What follows belongs to an exercise in optimizing a design on an open flow for small area and few clock cycles; a production flow would make more cautious choices.
The RTL was checked by simulation tests, not by an equivalence proof against the original design.
Power is estimated from default activity; no workload was simulated.

===== flow/config.mk =====
export PLATFORM = sky130hd
export DESIGN_NAME = osc2midi_bridge
export DESIGN_NICKNAME = osc2midi_bridge
export VERILOG_FILES = /design/flow/design.v
export SDC_FILE = /design/flow/constraint.sdc
export NUM_CORES = 4
export LEC_CHECK = 0
export CAP_MARGIN = 20
export CORE_MARGIN = 2
export CORE_UTILIZATION = 40
export SLEW_MARGIN = 20

===== flow/design.v =====
module osc2midi_decoder (
    input  wire        clk,
    input  wire        rst,
    input  wire        strobe,      
    input  wire [7:0]  in_byte,
    output reg         emit,        
    output reg  [31:0] pkt
);
    reg [7:0] rs;                   
    reg [7:0] buf0, buf1;           
    reg [1:0] n;                    
    reg [1:0] exp_cnt;              
    reg       sx;                   
    function [1:0] exp_of(input [7:0] s);
        begin
            case (s[7:4])
                4'h8, 4'h9, 4'hA, 4'hB, 4'hE: exp_of = 2'd2;
                4'hC, 4'hD:                   exp_of = 2'd1;
                4'hF: begin
                    case (s[3:0])
                        4'h1, 4'h3: exp_of = 2'd1;
                        4'h2:       exp_of = 2'd2;
                        default:    exp_of = 2'd0;
                    endcase
                end
                default: exp_of = 2'd0;
            endcase
        end
    endfunction
    function [3:0] cin_of(input [7:0] s);
        begin
            if (s[7:4] != 4'hF)
                cin_of = s[7:4];
            else begin
                case (s[3:0])
                    4'h1, 4'h3: cin_of = 4'h2;
                    4'h2:       cin_of = 4'h3;
                    default:    cin_of = 4'h5;
                endcase
            end
        end
    endfunction
    reg [7:0] rs_d, buf0_d, buf1_d;
    reg [1:0] n_d, exp_d;
    reg       sx_d;
    always @(*) begin
        rs_d   = rs;
        buf0_d = buf0;
        buf1_d = buf1;
        n_d    = n;
        exp_d  = exp_cnt;
        sx_d   = sx;
        emit   = 1'b0;
        pkt    = 32'h0;
        if (in_byte >= 8'hF8) begin
            emit = 1'b1;
            pkt  = {4'h0, 4'hF, in_byte, 8'h00, 8'h00};
        end else if (in_byte == 8'hF7) begin
            if (sx) begin
                emit = 1'b1;
                case (n)
                    2'd0:    pkt = {4'h0, 4'h5, 8'hF7, 8'h00, 8'h00};
                    2'd1:    pkt = {4'h0, 4'h6, buf0, 8'hF7, 8'h00};
                    default: pkt = {4'h0, 4'h7, buf0, buf1, 8'hF7};
                endcase
            end
            sx_d   = 1'b0;
            rs_d   = 8'h00;
            exp_d  = 2'd0;
            n_d    = 2'd0;
            buf0_d = 8'h00;
            buf1_d = 8'h00;
        end else if (in_byte == 8'hF0) begin
            sx_d   = 1'b1;
            rs_d   = 8'hF0;
            exp_d  = 2'd0;
            buf0_d = 8'hF0;
            buf1_d = 8'h00;
            n_d    = 2'd1;
        end else if (in_byte[7]) begin
            sx_d   = 1'b0;
            rs_d   = in_byte;
            exp_d  = exp_of(in_byte);
            n_d    = 2'd0;
            buf0_d = 8'h00;
            buf1_d = 8'h00;
            if (exp_of(in_byte) == 2'd0) begin
                emit = 1'b1;
                pkt  = {4'h0, cin_of(in_byte), in_byte, 8'h00, 8'h00};
            end
        end else begin
            if (sx) begin
                if (n < 2'd2) begin
                    if (n == 2'd0) buf0_d = in_byte;
                    else           buf1_d = in_byte;
                    n_d = n + 2'd1;
                end else begin
                    emit   = 1'b1;
                    pkt    = {4'h0, 4'h4, buf0, buf1, in_byte};
                    buf0_d = 8'h00;
                    buf1_d = 8'h00;
                    n_d    = 2'd0;
                end
            end else if (rs == 8'h00) begin
            end else if (exp_cnt == 2'd0) begin
            end else if (n + 2'd1 == exp_cnt) begin
                emit = 1'b1;
                if (exp_cnt == 2'd1)
                    pkt = {4'h0, cin_of(rs), rs, in_byte, 8'h00};
                else
                    pkt = {4'h0, cin_of(rs), rs, buf0, in_byte};
                buf0_d = 8'h00;
                buf1_d = 8'h00;
                n_d    = 2'd0;
            end else begin
                if (n == 2'd0) buf0_d = in_byte;
                else           buf1_d = in_byte;
                n_d = n + 2'd1;
            end
        end
    end
    always @(posedge clk) begin
        if (rst) begin
            rs      <= 8'h00;
            buf0    <= 8'h00;
            buf1    <= 8'h00;
            n       <= 2'd0;
            exp_cnt <= 2'd0;
            sx      <= 1'b0;
        end else if (strobe) begin
            rs      <= rs_d;
            buf0    <= buf0_d;
            buf1    <= buf1_d;
            n       <= n_d;
            exp_cnt <= exp_d;
            sx      <= sx_d;
        end
    end
endmodule
module osc2midi_tx (
    input  wire       clk,
    input  wire       rst,
    input  wire       in_valid,
    output wire       in_ready,
    input  wire [7:0] in_byte,
    input  wire       in_bye,
    output wire       out_valid,
    input  wire       out_ready,
    output reg  [7:0] out_data,
    output wire       out_last
);
    localparam EVENT_LEN = 5'd31;   
    localparam BYE_LEN   = 5'd16;   
    reg        busy;                
    reg        is_bye;              
    reg [4:0]  idx;                 
    reg [31:0] pkt_q;               
    wire        accept = in_valid && in_ready;
    wire        dec_emit;
    wire [31:0] dec_pkt;
    osc2midi_decoder u_dec (
        .clk     (clk),
        .rst     (rst),
        .strobe  (accept && !in_bye),
        .in_byte (in_byte),
        .emit    (dec_emit),
        .pkt     (dec_pkt)
    );
    assign in_ready  = !busy;
    assign out_valid = busy;
    assign out_last  = is_bye ? (idx == BYE_LEN - 5'd1) : (idx == EVENT_LEN - 5'd1);
    function [7:0] hex_char(input [3:0] v);
        begin
            if (v < 4'd10) hex_char = 8'h30 + {4'h0, v};
            else           hex_char = 8'h57 + {4'h0, v};
        end
    endfunction
    function [7:0] head_byte(input [4:0] i);
        begin
            case (i)
                5'd0:  head_byte = 8'h2F;
                5'd1:  head_byte = 8'h6F;
                5'd2:  head_byte = 8'h73;
                5'd3:  head_byte = 8'h63;
                5'd4:  head_byte = 8'h32;
                5'd5:  head_byte = 8'h6D;
                5'd6:  head_byte = 8'h69;
                5'd7:  head_byte = 8'h64;
                5'd8:  head_byte = 8'h69;
                5'd9:  head_byte = 8'h2F;
                default: head_byte = 8'h00;
            endcase
        end
    endfunction
    wire [4:0] hex_pos = idx - 5'd20;   
    reg  [3:0] nib;
    always @(*) begin
        case (hex_pos[2:0])
            3'd0: nib = pkt_q[31:28];
            3'd1: nib = pkt_q[27:24];
            3'd2: nib = pkt_q[23:20];
            3'd3: nib = pkt_q[19:16];
            3'd4: nib = pkt_q[15:12];
            3'd5: nib = pkt_q[11:8];
            3'd6: nib = pkt_q[7:4];
            default: nib = pkt_q[3:0];
        endcase
    end
    always @(*) begin
        if (idx < 5'd10)
            out_data = head_byte(idx);
        else if (is_bye) begin
            case (idx)
                5'd10: out_data = 8'h62;    
                5'd11: out_data = 8'h79;    
                5'd12: out_data = 8'h65;    
                default: out_data = 8'h00;
            endcase
        end else begin
            case (idx)
                5'd10: out_data = 8'h65;    
                5'd11: out_data = 8'h76;    
                5'd12: out_data = 8'h65;    
                5'd13: out_data = 8'h6E;    
                5'd14: out_data = 8'h74;    
                5'd15: out_data = 8'h00;
                5'd16: out_data = 8'h2C;    
                5'd17: out_data = 8'h73;    
                5'd18: out_data = 8'h00;
                5'd19: out_data = 8'h00;
                5'd20, 5'd21, 5'd22, 5'd23,
                5'd24, 5'd25, 5'd26, 5'd27: out_data = hex_char(nib);
                default: out_data = 8'h00;
            endcase
        end
    end
    always @(posedge clk) begin
        if (rst) begin
            busy   <= 1'b0;
            is_bye <= 1'b0;
            idx    <= 5'd0;
            pkt_q  <= 32'h0;
        end else if (busy) begin
            if (out_ready) begin
                if (out_last) begin
                    busy <= 1'b0;
                    idx  <= 5'd0;
                end else begin
                    idx <= idx + 5'd1;
                end
            end
        end else if (accept) begin
            if (in_bye) begin
                busy   <= 1'b1;
                is_bye <= 1'b1;
                idx    <= 5'd0;
            end else if (dec_emit) begin
                busy   <= 1'b1;
                is_bye <= 1'b0;
                idx    <= 5'd0;
                pkt_q  <= dec_pkt;
            end
        end
    end
endmodule
module osc2midi_rx (
    input  wire       clk,
    input  wire       rst,
    input  wire       rx_valid,
    output wire       rx_ready,
    input  wire [7:0] rx_data,
    input  wire       rx_last,
    output wire       mo_valid,
    input  wire       mo_ready,
    output wire [7:0] mo_data,
    output wire       mo_bye
);
    localparam S_PARSE  = 2'd0;     
    localparam S_DECIDE = 2'd1;     
    localparam S_OUT    = 2'd2;     
    reg [1:0]  state;
    reg [4:0]  cnt;                 
    reg        ev_ok;               
    reg        bye_ok;              
    reg        hex_ok;              
    reg [31:0] val;                 
    reg        out_bye;             
    reg [1:0]  out_cnt;             
    reg [23:0] out_bytes;           
    wire accept = rx_valid && rx_ready;
    assign rx_ready = (state == S_PARSE);
    assign mo_valid = (state == S_OUT);
    assign mo_bye   = out_bye;
    assign mo_data  = out_bye ? 8'h00 : out_bytes[23:16];
    function [7:0] event_prefix(input [4:0] i);
        begin
            case (i)
                5'd0:  event_prefix = 8'h2F;
                5'd1:  event_prefix = 8'h6F;
                5'd2:  event_prefix = 8'h73;
                5'd3:  event_prefix = 8'h63;
                5'd4:  event_prefix = 8'h32;
                5'd5:  event_prefix = 8'h6D;
                5'd6:  event_prefix = 8'h69;
                5'd7:  event_prefix = 8'h64;
                5'd8:  event_prefix = 8'h69;
                5'd9:  event_prefix = 8'h2F;
                5'd10: event_prefix = 8'h65;
                5'd11: event_prefix = 8'h76;
                5'd12: event_prefix = 8'h65;
                5'd13: event_prefix = 8'h6E;
                5'd14: event_prefix = 8'h74;
                5'd15: event_prefix = 8'h00;
                5'd16: event_prefix = 8'h2C;
                5'd17: event_prefix = 8'h73;
                default: event_prefix = 8'h00;
            endcase
        end
    endfunction
    function [7:0] bye_prefix(input [4:0] i);
        begin
            case (i)
                5'd10: bye_prefix = 8'h62;
                5'd11: bye_prefix = 8'h79;
                5'd12: bye_prefix = 8'h65;
                5'd13, 5'd14, 5'd15: bye_prefix = 8'h00;
                default: bye_prefix = event_prefix(i);
            endcase
        end
    endfunction
    reg       ch_ok;
    reg [3:0] ch_val;
    always @(*) begin
        ch_ok  = 1'b1;
        ch_val = 4'h0;
        if (rx_data >= 8'h30 && rx_data <= 8'h39)
            ch_val = rx_data[3:0];
        else if (rx_data >= 8'h61 && rx_data <= 8'h66)
            ch_val = rx_data[3:0] + 4'd9;
        else if (rx_data >= 8'h41 && rx_data <= 8'h46)
            ch_val = rx_data[3:0] + 4'd9;
        else
            ch_ok = 1'b0;
    end
    function [1:0] cin_len(input [3:0] cin);
        begin
            case (cin)
                4'h0, 4'h1:                   cin_len = 2'd0;
                4'h2, 4'h6, 4'hC, 4'hD:       cin_len = 2'd2;
                4'h5, 4'hF:                   cin_len = 2'd1;
                default:                      cin_len = 2'd3;
            endcase
        end
    endfunction
    always @(posedge clk) begin
        if (rst) begin
            state     <= S_PARSE;
            cnt       <= 5'd0;
            ev_ok     <= 1'b1;
            bye_ok    <= 1'b1;
            hex_ok    <= 1'b1;
            val       <= 32'h0;
            out_bye   <= 1'b0;
            out_cnt   <= 2'd0;
            out_bytes <= 24'h0;
        end else begin
            case (state)
                S_PARSE: begin
                    if (accept) begin
                        if (cnt < 5'd20 && rx_data != event_prefix(cnt))
                            ev_ok <= 1'b0;
                        if (cnt < 5'd16 && rx_data != bye_prefix(cnt))
                            bye_ok <= 1'b0;
                        if (cnt >= 5'd20 && cnt < 5'd28) begin
                            if (!ch_ok) hex_ok <= 1'b0;
                            val <= {val[27:0], ch_val};
                        end
                        if (cnt != 5'd31)
                            cnt <= cnt + 5'd1;
                        if (rx_last)
                            state <= S_DECIDE;
                    end
                end
                S_DECIDE: begin
                    out_bye   <= 1'b0;
                    out_cnt   <= 2'd0;
                    out_bytes <= val[23:0];
                    state     <= S_PARSE;
                    if (ev_ok && cnt >= 5'd20) begin
                        if (cnt >= 5'd28 && hex_ok && cin_len(val[27:24]) != 2'd0) begin
                            out_cnt <= cin_len(val[27:24]);
                            state   <= S_OUT;
                        end
                    end else if (bye_ok && cnt >= 5'd16) begin
                        out_bye <= 1'b1;
                        state   <= S_OUT;
                    end
                    cnt    <= 5'd0;
                    ev_ok  <= 1'b1;
                    bye_ok <= 1'b1;
                    hex_ok <= 1'b1;
                    val    <= 32'h0;
                end
                S_OUT: begin
                    if (mo_ready) begin
                        if (out_bye || out_cnt == 2'd1) begin
                            out_bye <= 1'b0;
                            out_cnt <= 2'd0;
                            state   <= S_PARSE;
                        end else begin
                            out_cnt   <= out_cnt - 2'd1;
                            out_bytes <= {out_bytes[15:0], 8'h00};
                        end
                    end
                end
                default: state <= S_PARSE;
            endcase
        end
    end
endmodule
module osc2midi_bridge (
    input  wire       clk,
    input  wire       rst,
    input  wire       in_valid,
    output wire       in_ready,
    input  wire [7:0] in_byte,
    input  wire       in_bye,
    output wire       out_valid,
    input  wire       out_ready,
    output wire [7:0] out_data,
    output wire       out_last,
    input  wire       rx_valid,
    output wire       rx_ready,
    input  wire [7:0] rx_data,
    input  wire       rx_last,
    output wire       mo_valid,
    input  wire       mo_ready,
    output wire [7:0] mo_data,
    output wire       mo_bye
);
    osc2midi_tx u_tx (
        .clk       (clk),
        .rst       (rst),
        .in_valid  (in_valid),
        .in_ready  (in_ready),
        .in_byte   (in_byte),
        .in_bye    (in_bye),
        .out_valid (out_valid),
        .out_ready (out_ready),
        .out_data  (out_data),
        .out_last  (out_last)
    );
    osc2midi_rx u_rx (
        .clk      (clk),
        .rst      (rst),
        .rx_valid (rx_valid),
        .rx_ready (rx_ready),
        .rx_data  (rx_data),
        .rx_last  (rx_last),
        .mo_valid (mo_valid),
        .mo_ready (mo_ready),
        .mo_data  (mo_data),
        .mo_bye   (mo_bye)
    );
endmodule

===== flow/run.sh =====
#!/bin/bash
# synth_recipe.tcl (not shown) runs the flow's synth.tcl, then flattens the netlist and writes it again
# the make line also repeats each setting of config.mk as NAME=value (left out here)
make -C /OpenROAD-flow-scripts/flow DESIGN_CONFIG=/design/flow/config.mk WORK_HOME=/design/flow/orfs CLKGATE_MAP_FILE= SYNTH_SCRIPT=/design/flow/synth_recipe.tcl finish

===== flow/constraint.sdc =====
create_clock -name core_clock -period 6.0 [get_ports {clk}]
set_input_delay 1.2000 -clock core_clock [delete_from_list [all_inputs] [get_ports {clk}]]
set_output_delay 1.2000 -clock core_clock [all_outputs]
set_load 0.01 [all_outputs]

==> metrics list <==
* Number of enable-type register cells in the synthesized netlist: 0
* Total of buffers placed on input and output ports: 44
* Maximum VDD drop: 0.197 mV
* Outcome: finished clean
- Fraction of power consumed by sequential logic: 41.1%
* Switching Share: 28.4%
* Per-instance average area after synthesis: 7.97 um^2
- TritonCTS Buffers: 17
* LEAKAGE: 0.00325 uW
* GR Util met3: 3.36%
* Count of standard-cell rows: 52
- For the pin with the worst max-slew slack, the measured transition is 0.977 ns.
* CP Capture Type: output pin
- In this run the cell area measured after placement is 8780 um^2.
- Final critical-path required period: 5.09 ns
- After clock tree synthesis, the clock-pin slew on the worst setup and hold paths is 0.07 ns.
- Sum of negative setup slack: 0 ns
- Part of the power in the clock network: 44.5%
- Global-route usage over all layers: 19.6%
- Flip-flop cell with the highest count after synthesis: dfxtp_1
- Avg WL per Cell: 15.9 um
* CTS tree: yes
- Gr ovfl total: 0
- Worst setup SP type: flip-flop
- In the routed layout, each cell is associated on average with a via count of 5.68.
- Syn-to-layout area delta: 14.1%
* Power density over the cells: 272 nW/um^2
* Logic gate share of total power: 14.4%
* Worst Setup Slack, final: 0.911 ns
- Final worst path period share: 84.8%
- The die is 148 um tall.
* Via count of the first global-routing pass: 6913
* Fraction of registers with async set/reset: 0%
* Routing usage on met1: 27.0%
* Total number of nets in the final design: 1086
- Setup violations remaining at the end of the flow were counted as 0.
* GR Util met2: 31.3%
- Signal arrival time at the worst endpoint: 3.89 ns
- By startpoint and endpoint, the worst setup path is classified as reg2out.
* Post-Place Setup Slack: 1.27 ns
- Yosys mapped the design onto 80 distinct sky130hd cell types.
- Hold repair after CTS inserted 0 buffers.
- In the layout the commonest cells are 145 x dfxtp_1, 135 x nor2_1, 86 x a21oi_1, 72 x nand2_1, 52 x o21ai_0.
- Fraction of final layout cells sized beyond drive strength 1: 6.51%
- Worst clock skew on the final layout: 0.0126 ns
- Leading cell type in the layout, fill and taps excluded: dfxtp_1
* DRC violation count after routing: 0
- The internal portion of the total power is 1830 uW.
- Synthesized flop and latch total: 145
* Pin count of the biggest net entering global routing: 68
- The congestion estimate from routability-driven global placement came to 0.879.
- STA puts the critical path data required time at 4.80 ns.
- Syn_nets: 1091
- Setup repair after global routing left no endpoint under its margin.
* Count of H-tree levels built during CTS: 4
- The final layout contains routed wiring with a total length of 20900 um.
- Max-cap violations in this run came to 0.
- The die covers 21800 um^2.
* Clock tree root buffer cell: clkbuf_16
- Core outline area: 20200 um^2
* Number of antenna violations at the first check in global routing: 0
- Starting Density: 40.8%
* Post-Synthesis Cells: 1036
- Derived from the worst setup path, the maximum achievable clock frequency is 196 MHz.
* Post-placement cell count: 1282
* Max transition margin: 34.8%
- Final count of pins violating max slew: 0
* Maximum fanout along the worst path: 12
* First-pass GRT wire length: 35200 um
* Buffer levels on the longest clock path: 2
* Final core utilization: 46.6%
- The worst hold path belongs to the class reg2reg.
* # clock sinks: 145
- During synthesis, Yosys emitted a total of 3 warnings.
* Hold violation count in the final report: 0
* Switching power: 727 uW
* Starting DRC count in detailed routing: 540
- Post-cts repair resize count: 0
- In this run the count of I/O pins placed on the die edge is 46.
* DIE WIDTH: 148 um
- After legalization and detailed placement, the total HPWL measured 14600 um.
- Busiest grt layer: met2
- Number of optimization iterations in the first detailed-route pass: 6
- Post-route design area: 9430 um^2
- Fraction of the yosys area taken by sequential cells: 35.1%
* Mapped cell area: 8260 um^2
- The detail route stage leaves a number of antenna-violating nets equal to 0.
* Number of standard cells in the layout, taps in and fillers out: 1314
* Diode insertion count for antenna repair: 0
- Worst-skew pair later-pin latency: 0.43 ns
- Vias after detailed routing: 7462
- Count of buffers added by post-CTS timing repair for setup: 0
-- power groups by stage --
stage | combinational (uW) | clock, uW | sequential (uW)
detailed placement | 368 | 0 | 1070
floorplan | 273 | 0 | 1060
CTS | 370 | 1160 | 1050
finish | 369 | 1140 | 1050
global placement | 367 | 0 | 1070
global route | 415 | 1200 | 1060
-- Yosys cell counts (23+ instances only) --
cell,n,area share [%]
nand3_1,34,2.1
inv_1,28,1.3
nor3b_1,27,2.5
clkbuf_1,53,2.4
ha_1,31,4.7
a21oi_1,86,5.2
mux2i_1,32,3.9
a211oi_1,41,3.7
nand2_1,72,3.3
nor3_1,32,1.9
dfxtp_1,145,35
nor2_1,135,6.1
a22oi_1,23,2.1
o21ai_0,52,3.2
-- through the flow --
step / hold WS (ns) / total power [uW]
floorplan: 0.427 / 1330
global placement: 0.456 / 1440
detailed placement: 0.464 / 1440
CTS: 0.474 / 2580
global route: 0.487 / 2680
finish: 0.469 / 2560
-- cell type report --
type                            count  area [um^2]
Clock inverter                     15          218
Clock buffer                       17          425
Tap cell                          270          338
Timing Repair Buffer               50          483
Multi-Input combinational cell    788         4950
Inverter                           29          109
Sequential cell                   145         2900
Fill cell                        1972        10800
-- cell families (layout without fill, tap and decap cells) --
| kind of cell | count (synthesis) | after routing | share of synthesized area (%) |
|---|---|---|---|
| simple gates | 392 | 392 | 23.7 |
| compound gates | 303 | 303 | 24.3 |
| flops | 145 | 145 | 35.1 |
| buf+inv | 103 | 111 | 4.92 |
| mux | 37 | 37 | 4.59 |
| fa+ha+maj | 31 | 31 | 4.70 |
| xor+xnor | 24 | 24 | 2.55 |
| other cells | 1 | 1 | 0.0454 |
-- critical path, cell delays in order (launching register included) --
cell	delay, ns
dfxtp_1	0.47
inv_1	0.14
ha_1	0.36
or4_1	0.67
mux2i_2	0.37
ha_1	0.25
a21oi_1	0.07
a221oi_1	0.34
o221ai_1	0.19
o21a_1	0.14
clkdlybuf4s50_1	0.47
-- final timing paths --
check	from	endpoint	slack, ns	depth (start not counted)
setup / recovery	u_tx.idx[0]$_SDFFE_PP0N_	out_data[2]	0.91	10
hold / removal	u_tx.pkt_q[7]$_SDFFE_PP0P_	u_tx.pkt_q[7]$_SDFFE_PP0P_	0.47	2
setup reg to reg	u_tx.u_dec.n[1]$_SDFFE_PP0P_	flip-flop	2.36	11
hold reg to reg	u_tx.pkt_q[7]$_SDFFE_PP0P_	u_tx.pkt_q[7]$_SDFFE_PP0P_	0.47	2
-- layer usage --
layer / share of wire (%) / routed length [um]
met1: 48 / 10100
met2: 46 / 9640
met5: 0 / 0
met4: 1.8 / 375
met3: 3.7 / 775
Testbench counts, summed over its fixed seeds: cycles 112,043.

port drivers added, routing unchanged:
No port has a modelled driver above. Below, the same layout with a new extraction and two added sets of constraints.
Step 1 sets driving cells, clkbuf_16 on the clock port and buf_2 on the other inputs (assumed; they add their load-dependent delay and slew).
Step 2, shift: input delay + t, output delay - t, t = (earliest + latest rising clock arrival at the registers) / 2. This alone moves slack from input paths to output paths.
a / b / c = ideal ports / drivers / drivers and shift; a / b = the first two.
t, ns: 0.467
setup slack, ns: 0.911 / 0.865 / 1.156
clock arrival spread, ns: 0.014 / 0.014
worst register clock-pin slew, ns: 0.07 / 0.07
After both steps this run still meets setup and hold. For this run, drivers alone change the setup slack by -0.046 ns; drivers and shift together by +0.245 ns.
